This is an optimization exercise on Yosys and OpenROAD, whose aim is small area and a short achievable clock period, not a production implementation.
Power and IR drop assume default switching activity.

==> inputs of pepper <==
==> flow/design.v <==
module zsc_lpm (
    input  wire         clk,
    input  wire         rst,         
    input  wire         reg_we,
    input  wire [10:0]  reg_addr,
    input  wire [15:0]  reg_wdata,
    input  wire         in_valid,
    input  wire [127:0] in_color,
    input  wire [127:0] in_attr,
    input  wire [15:0]  bg_color,
    input  wire [15:0]  bg_attr,
    output reg          out_valid,
    output reg  [15:0]  fr_color,
    output reg  [15:0]  fr_attr,
    output reg  [15:0]  bk_color,
    output reg  [15:0]  bk_attr
);
    reg        mix_pinv;
    reg [9:0]  shd_ctrl [0:2];
    reg [15:0] lyr_pri  [0:7];
    reg [8:0]  lyr_ovr  [0:1];
    reg [12:0] lyr_col  [0:7];
    reg [9:0]  lyr_mask [0:7];
    wire [15:0] wd = reg_wdata & {16{~rst}};
    wire        wa = reg_we;
    integer i;
    always @(posedge clk) begin
        if (rst | (wa & (reg_addr == 11'h20)))
            mix_pinv <= wd[0];
        for (i = 0; i < 3; i = i + 1)
            if (rst | (wa & (reg_addr == 11'h21 + i)))
                shd_ctrl[i] <= wd[9:0];
        for (i = 0; i < 8; i = i + 1) begin
            if (rst | (wa & (reg_addr == 11'h28 + 4 * i)))
                lyr_pri[i] <= (i < 2) ? wd : {8'h00, wd[7:0]};
            if (rst | (wa & (reg_addr == 11'h2A + 4 * i)))
                lyr_col[i] <= wd[12:0];
            if (rst | (wa & (reg_addr == 11'h2B + 4 * i)))
                lyr_mask[i] <= wd[9:0];
        end
        for (i = 0; i < 2; i = i + 1)
            if (rst | (wa & (reg_addr == 11'h29 + 4 * i)))
                lyr_ovr[i] <= wd[8:0];
    end
    reg         p_valid;
    reg [127:0] p_color, p_attr;
    reg [15:0]  p_bgc, p_bga;
    always @(posedge clk) begin
        p_valid <= in_valid & ~rst;
        p_color <= in_color;
        p_attr  <= in_attr;
        p_bgc   <= bg_color;
        p_bga   <= bg_attr;
    end
    reg [7:0]  vis;
    reg [7:0]  eff [0:7];
    reg [7:0]  key [0:7];
    reg [15:0] c, a;
    reg [2:0]  bpp;
    reg [7:0]  cmpv;
    integer L;
    always @* begin
        for (L = 0; L < 8; L = L + 1) begin
            c   = p_color[16*L +: 16];
            a   = p_attr[16*L +: 16];
            bpp = lyr_col[L][10:8];
            vis[L] = lyr_col[L][12] &
                     (a[12] | (c[3:0] != 4'd0) |
                      (c[4] & (bpp != 3'd0)) | (c[5] & (bpp >= 3'd2)) |
                      (c[6] & (bpp >= 3'd3)) | (c[7] & (bpp >= 3'd4)));
            eff[L] = lyr_pri[L][7:0];
            if (L < 2) begin
                case (bpp)
                    3'd0: cmpv = c[11:4];
                    3'd1: cmpv = c[12:5];
                    3'd2: cmpv = c[13:6];
                    3'd3: cmpv = c[14:7];
                    default: cmpv = c[15:8];
                endcase
                if (lyr_ovr[L][8] && ~le8(cmpv, lyr_ovr[L][7:0]))
                    eff[L] = lyr_pri[L][15:8];
            end
            key[L] = eff[L] ^ {8{mix_pinv}};
        end
    end
    function le8;             
        input [7:0] a, b;
        integer n;
        reg [7:0] g, p;
        reg [3:0] g1, p1;
        reg [1:0] g2, p2;
        begin
            g = b & ~a;
            p = b | ~a;
            for (n = 0; n < 4; n = n + 1) begin
                g1[n] = g[2*n+1] | (p[2*n+1] & g[2*n]);
                p1[n] = p[2*n+1] & p[2*n];
            end
            for (n = 0; n < 2; n = n + 1) begin
                g2[n] = g1[2*n+1] | (p1[2*n+1] & g1[2*n]);
                p2[n] = p1[2*n+1] & p1[2*n];
            end
            le8 = g2[1] | (p2[1] & (g2[0] | p2[0]));
        end
    endfunction
    reg [7:0] ah [0:7];
    reg [7:0] bt [0:7];
    reg [7:0] fsel, bsel;
    integer j, K;
    function one_hot7;        
        input [7:0] v;
        integer n;
        reg any, two;
        begin
            any = 1'b0; two = 1'b0;
            for (n = 0; n < 8; n = n + 1) begin
                two = two | (any & v[n]);
                any = any | v[n];
            end
            one_hot7 = any & ~two;
        end
    endfunction
    always @* begin
        for (K = 0; K < 8; K = K + 1)
            for (j = 0; j < 8; j = j + 1)
                ah[K][j] = (K < j) ? le8(key[K], key[j]) : 1'b0;
        for (K = 0; K < 8; K = K + 1) begin
            for (j = 0; j < 8; j = j + 1) begin
                if (j < K)
                    bt[K][j] = vis[j] & ah[j][K];
                else if (j > K)
                    bt[K][j] = vis[j] & ~ah[K][j];
                else
                    bt[K][j] = 1'b0;
            end
            fsel[K] = vis[K] & (bt[K] == 8'd0);
            bsel[K] = vis[K] & one_hot7(bt[K]);
        end
    end
    reg [15:0] f_c, f_a, b_c, b_a;
    reg [7:0]  f_bank, b_bank, f_eff, b_eff;
    reg        f_shen, b_shen;
    reg [15:0] cm, cc;
    integer M;
    always @* begin
        f_c = {16{~|fsel}} & p_bgc;
        f_a = {16{~|fsel}} & p_bga;
        b_c = {16{~|bsel}} & p_bgc;
        b_a = {16{~|bsel}} & p_bga;
        f_bank = 8'd0; b_bank = 8'd0; f_eff = 8'd0; b_eff = 8'd0;
        f_shen = 1'b0; b_shen = 1'b0;
        for (M = 0; M < 8; M = M + 1) begin
            cc = p_color[16*M +: 16];
            cm = {p_attr[16*M+10 +: 6], p_attr[16*M +: 10] & lyr_mask[M]};
            f_c    = f_c    | ({16{fsel[M]}} & cc);
            f_a    = f_a    | ({16{fsel[M]}} & cm);
            f_bank = f_bank | ({8{fsel[M]}} & lyr_col[M][7:0]);
            f_eff  = f_eff  | ({8{fsel[M]}} & eff[M]);
            f_shen = f_shen | (fsel[M] & lyr_col[M][11]);
            b_c    = b_c    | ({16{bsel[M]}} & cc);
            b_a    = b_a    | ({16{bsel[M]}} & cm);
            b_bank = b_bank | ({8{bsel[M]}} & lyr_col[M][7:0]);
            b_eff  = b_eff  | ({8{bsel[M]}} & eff[M]);
            b_shen = b_shen | (bsel[M] & lyr_col[M][11]);
        end
    end
    function shadow_bit;
        input [9:0] ctrl;
        input [7:0] idx;
        begin
            case (ctrl[9:8])
                2'd0: shadow_bit = 1'b0;
                2'd1: shadow_bit = le8(ctrl[7:0], idx);
                2'd2: shadow_bit = (idx == ctrl[7:0]);
                default: shadow_bit = le8(idx, ctrl[7:0]);
            endcase
        end
    endfunction
    function [9:0] shd_pick;
        input [1:0] g;
        input [9:0] s0, s1, s2;
        begin
            case (g)
                2'd0: shd_pick = s0;
                2'd1: shd_pick = s1;
                default: shd_pick = s2;
            endcase
        end
    endfunction
    wire f_sh = f_shen & f_a[15] & (f_a[14:13] != 2'd3) &
                shadow_bit(shd_pick(f_a[14:13], shd_ctrl[0], shd_ctrl[1], shd_ctrl[2]), f_eff);
    wire b_sh = b_shen & b_a[15] & (b_a[14:13] != 2'd3) &
                shadow_bit(shd_pick(b_a[14:13], shd_ctrl[0], shd_ctrl[1], shd_ctrl[2]), b_eff);
    always @(posedge clk) begin
        out_valid <= p_valid & ~rst;
        fr_color  <= {f_c[15:8] + f_bank, f_c[7:0]};
        fr_attr   <= {f_a[15:13], f_a[12] ^ f_sh, f_a[11:0]};
        bk_color  <= {b_c[15:8] + b_bank, b_c[7:0]};
        bk_attr   <= {b_a[15:13], b_a[12] ^ b_sh, b_a[11:0]};
    end
endmodule
==> flow/run.sh <==
#!/bin/bash
# synth_recipe.tcl (not shown) runs the flow's synth.tcl, then flattens the netlist and writes it again
# the make line also repeats each setting of config.mk as NAME=value (left out here)
make -C /OpenROAD-flow-scripts/flow DESIGN_CONFIG=/design/flow/config.mk WORK_HOME=/design/flow/orfs CLKGATE_MAP_FILE= SYNTH_SCRIPT=/design/flow/synth_recipe.tcl finish
==> flow/config.mk <==
export PLATFORM = sky130hd
export DESIGN_NAME = zsc_lpm
export DESIGN_NICKNAME = zsc_lpm
export VERILOG_FILES = /design/flow/design.v
export SDC_FILE = /design/flow/constraint.sdc
export NUM_CORES = 4
export LEC_CHECK = 0
export ABC_AREA = 1
export CAP_MARGIN = 20
export CORE_MARGIN = 2
export CORE_UTILIZATION = 40
export PLACE_DENSITY = 0.6
export SLEW_MARGIN = 20
==> flow/constraint.sdc <==
create_clock -name core_clock -period 32.0 [get_ports {clk}]
set_input_delay 6.4000 -clock core_clock [delete_from_list [all_inputs] [get_ports {clk}]]
set_output_delay 6.4000 -clock core_clock [all_outputs]
set_load 0.01 [all_outputs]
==> zinc (differences from pepper) <==
--- a/flow/design.v
+++ b/flow/design.v
@@ -23,23 +23,66 @@
     reg [9:0]  lyr_mask [0:7];
     wire [15:0] wd = reg_wdata & {16{~rst}};
-    wire        wa = reg_we;
     integer i;
     always @(posedge clk) begin
-        if (rst | (wa & (reg_addr == 11'h20)))
+        if (rst | (reg_we & (reg_addr == 11'h20)))
             mix_pinv <= wd[0];
         for (i = 0; i < 3; i = i + 1)
-            if (rst | (wa & (reg_addr == 11'h21 + i)))
+            if (rst | (reg_we & (reg_addr == 11'h21 + i)))
                 shd_ctrl[i] <= wd[9:0];
         for (i = 0; i < 8; i = i + 1) begin
-            if (rst | (wa & (reg_addr == 11'h28 + 4 * i)))
+            if (rst | (reg_we & (reg_addr == 11'h28 + 4 * i)))
                 lyr_pri[i] <= (i < 2) ? wd : {8'h00, wd[7:0]};
-            if (rst | (wa & (reg_addr == 11'h2A + 4 * i)))
+            if (rst | (reg_we & (reg_addr == 11'h2A + 4 * i)))
                 lyr_col[i] <= wd[12:0];
-            if (rst | (wa & (reg_addr == 11'h2B + 4 * i)))
+            if (rst | (reg_we & (reg_addr == 11'h2B + 4 * i)))
                 lyr_mask[i] <= wd[9:0];
         end
         for (i = 0; i < 2; i = i + 1)
-            if (rst | (wa & (reg_addr == 11'h29 + 4 * i)))
+            if (rst | (reg_we & (reg_addr == 11'h29 + 4 * i)))
                 lyr_ovr[i] <= wd[8:0];
+    end
+    function le8;             
+        input [7:0] a, b;
+        integer n;
+        reg [7:0] g, p;
+        reg [3:0] g1, p1;
+        reg [1:0] g2, p2;
+        begin
+            g = b & ~a;
+            p = b | ~a;
+            for (n = 0; n < 4; n = n + 1) begin
+                g1[n] = g[2*n+1] | (p[2*n+1] & g[2*n]);
+                p1[n] = p[2*n+1] & p[2*n];
+            end
+            for (n = 0; n < 2; n = n + 1) begin
+                g2[n] = g1[2*n+1] | (p1[2*n+1] & g1[2*n]);
+                p2[n] = p1[2*n+1] & p1[2*n];
+            end
+            le8 = g2[1] | (p2[1] & (g2[0] | p2[0]));
+        end
+    endfunction
+    reg [7:0] kp [0:7];
+    reg [7:0] ka [0:1];
+    reg [7:0] rel_pp [0:7];
+    reg [7:0] rel_ap [0:1];
+    reg [3:0] rel_01;
+    integer j;
+    always @* begin
+        for (i = 0; i < 8; i = i + 1)
+            kp[i] = lyr_pri[i][7:0] ^ {8{mix_pinv}};
+        for (i = 0; i < 2; i = i + 1)
+            ka[i] = lyr_pri[i][15:8] ^ {8{mix_pinv}};
+    end
+    always @(posedge clk) begin
+        for (i = 0; i < 8; i = i + 1)
+            for (j = 0; j < 8; j = j + 1)
+                rel_pp[i][j] <= (i < j) ? le8(kp[i], kp[j]) : 1'b0;
+        for (i = 0; i < 2; i = i + 1)
+            for (j = 0; j < 8; j = j + 1)
+                rel_ap[i][j] <= (j >= 2) ? le8(ka[i], kp[j]) : 1'b0;
+        rel_01[0] <= le8(kp[0], kp[1]);
+        rel_01[1] <= le8(ka[0], kp[1]);
+        rel_01[2] <= le8(kp[0], ka[1]);
+        rel_01[3] <= le8(ka[0], ka[1]);
     end
     reg         p_valid;
@@ -54,6 +97,6 @@
     end
     reg [7:0]  vis;
+    reg [1:0]  hit;
     reg [7:0]  eff [0:7];
-    reg [7:0]  key [0:7];
     reg [15:0] c, a;
     reg [2:0]  bpp;
@@ -78,34 +121,14 @@
                     default: cmpv = c[15:8];
                 endcase
-                if (lyr_ovr[L][8] && ~le8(cmpv, lyr_ovr[L][7:0]))
+                hit[L] = lyr_ovr[L][8] & ~le8(cmpv, lyr_ovr[L][7:0]);
+                if (hit[L])
                     eff[L] = lyr_pri[L][15:8];
             end
-            key[L] = eff[L] ^ {8{mix_pinv}};
-        end
-    end
-    function le8;             
-        input [7:0] a, b;
-        integer n;
-        reg [7:0] g, p;
-        reg [3:0] g1, p1;
-        reg [1:0] g2, p2;
-        begin
-            g = b & ~a;
-            p = b | ~a;
-            for (n = 0; n < 4; n = n + 1) begin
-                g1[n] = g[2*n+1] | (p[2*n+1] & g[2*n]);
-                p1[n] = p[2*n+1] & p[2*n];
-            end
-            for (n = 0; n < 2; n = n + 1) begin
-                g2[n] = g1[2*n+1] | (p1[2*n+1] & g1[2*n]);
-                p2[n] = p1[2*n+1] & p1[2*n];
-            end
-            le8 = g2[1] | (p2[1] & (g2[0] | p2[0]));
-        end
-    endfunction
+        end
+    end
     reg [7:0] ah [0:7];
     reg [7:0] bt [0:7];
     reg [7:0] fsel, bsel;
-    integer j, K;
+    integer K;
     function one_hot7;        
         input [7:0] v;
@@ -124,5 +147,9 @@
         for (K = 0; K < 8; K = K + 1)
             for (j = 0; j < 8; j = j + 1)
-                ah[K][j] = (K < j) ? le8(key[K], key[j]) : 1'b0;
+                if (K < 2 && j >= 2)
+                    ah[K][j] = hit[K] ? rel_ap[K][j] : rel_pp[K][j];
+                else
+                    ah[K][j] = rel_pp[K][j];
+        ah[0][1] = rel_01[{hit[1], hit[0]}];
         for (K = 0; K < 8; K = K + 1) begin
             for (j = 0; j < 8; j = j + 1) begin
==> flow/flow/run.sh (new file) <==
#!/bin/bash
# Standard ORFS layout (the standard.sh, unchanged SDC), asking the
# resizer for extra setup slack so that it optimises the logic paths even
# though the 32 ns clock leaves them far from violating.
set -euo pipefail
bash standard.sh finish SETUP_SLACK_MARGIN=24.3 > flow_make.log 2>&1
==> flow/standard.sh (new file) <==
#!/bin/bash
# synth_recipe.tcl (not shown) runs the flow's synth.tcl, then flattens the netlist and writes it again
# the make line also repeats each setting of config.mk as NAME=value (left out here)
make -C /OpenROAD-flow-scripts/flow DESIGN_CONFIG=/design/flow/config.mk WORK_HOME=/design/flow/orfs CLKGATE_MAP_FILE= SYNTH_SCRIPT=/design/flow/synth_recipe.tcl "${@:-finish}"
removed: flow/run.sh
==> notes <==
- Against zinc, the global-route usage of pepper is higher by 1.4 points.
- Via count: pepper is lower than zinc (about 2.1%).
- Non-clock buffer count: zinc is higher than pepper (39).
- Clock skew is about the same in pepper and zinc.
- In zinc the final area is higher than in pepper, by 6.2%.
- pepper finished with timing, DRC and antenna clean. zinc went through all stages and came out clean.
- Against pepper, the setup slack of zinc is better by 1.1 ns.
- In pepper the total power is smaller than in zinc, by about 3%.
==> figures <==
quantity	zinc	pepper
Status	no timing/DRC/antenna violations	no timing/DRC/antenna violations
Switching power	1370 µW	1350 µW
Part of the cycle the worst path needs	23.9%	27.4%
Initial antenna violation count	10	3
Maximum number of pins on one net before global-route repair	63	46
Area share of the largest cell type after synthesis	28.4%	29.7%
Global-route wire length before repair	193,000 µm	192,000 µm
Met3 track utilization from global routing	7.51%	7.18%
Mean instance size in the synthesized netlist	9.14 µm²	8.74 µm²
Vertical die dimension	291 µm	285 µm
Worst Setup Path Type	flop to primary output	primary input to flop
Worst hold slack	0.412 ns	0.429 ns
Total half-perimeter wirelength after legalization and detailed placement	96,300 µm	94,900 µm
Top metal layer carrying routed signals	met5	met4
Post-CTS Repair Setup Buffers	22	0
No run of this note included a check of the RTL's function; only the layout flow was run.

## separate check: timing with driven ports
In the flow no input, the clock included, has a driving cell. The finished layouts below were timed again as built, in two steps. Step 1 assumes that a clkbuf_16 drives the clock port and a buf_2 every other input. Step 2, shift: input delay + t, output delay - t, t = (earliest + latest rising clock arrival at the registers) / 2. This alone moves slack from input paths to output paths. a / b / c = ideal / step 1 / step 2; a / b = the first two.
run	t, ns	slack for setup (ns)	hold WS [ns]	worst setup path at the end	latest minus earliest clock arrival (ns)
pepper	0.686	23.234 / 23.276 / 22.590	0.429 / 0.429 / 0.429	input to register	0.051 / 0.050
zinc	0.699	24.357 / 24.286 / 23.706	0.412 / 0.412 / 0.412	input to register	0.051 / 0.051
After both steps every run listed still meets setup and hold. The setup slack of zinc, which loses most, moves by -0.071 ns with the drivers and by -0.651 ns with both steps.
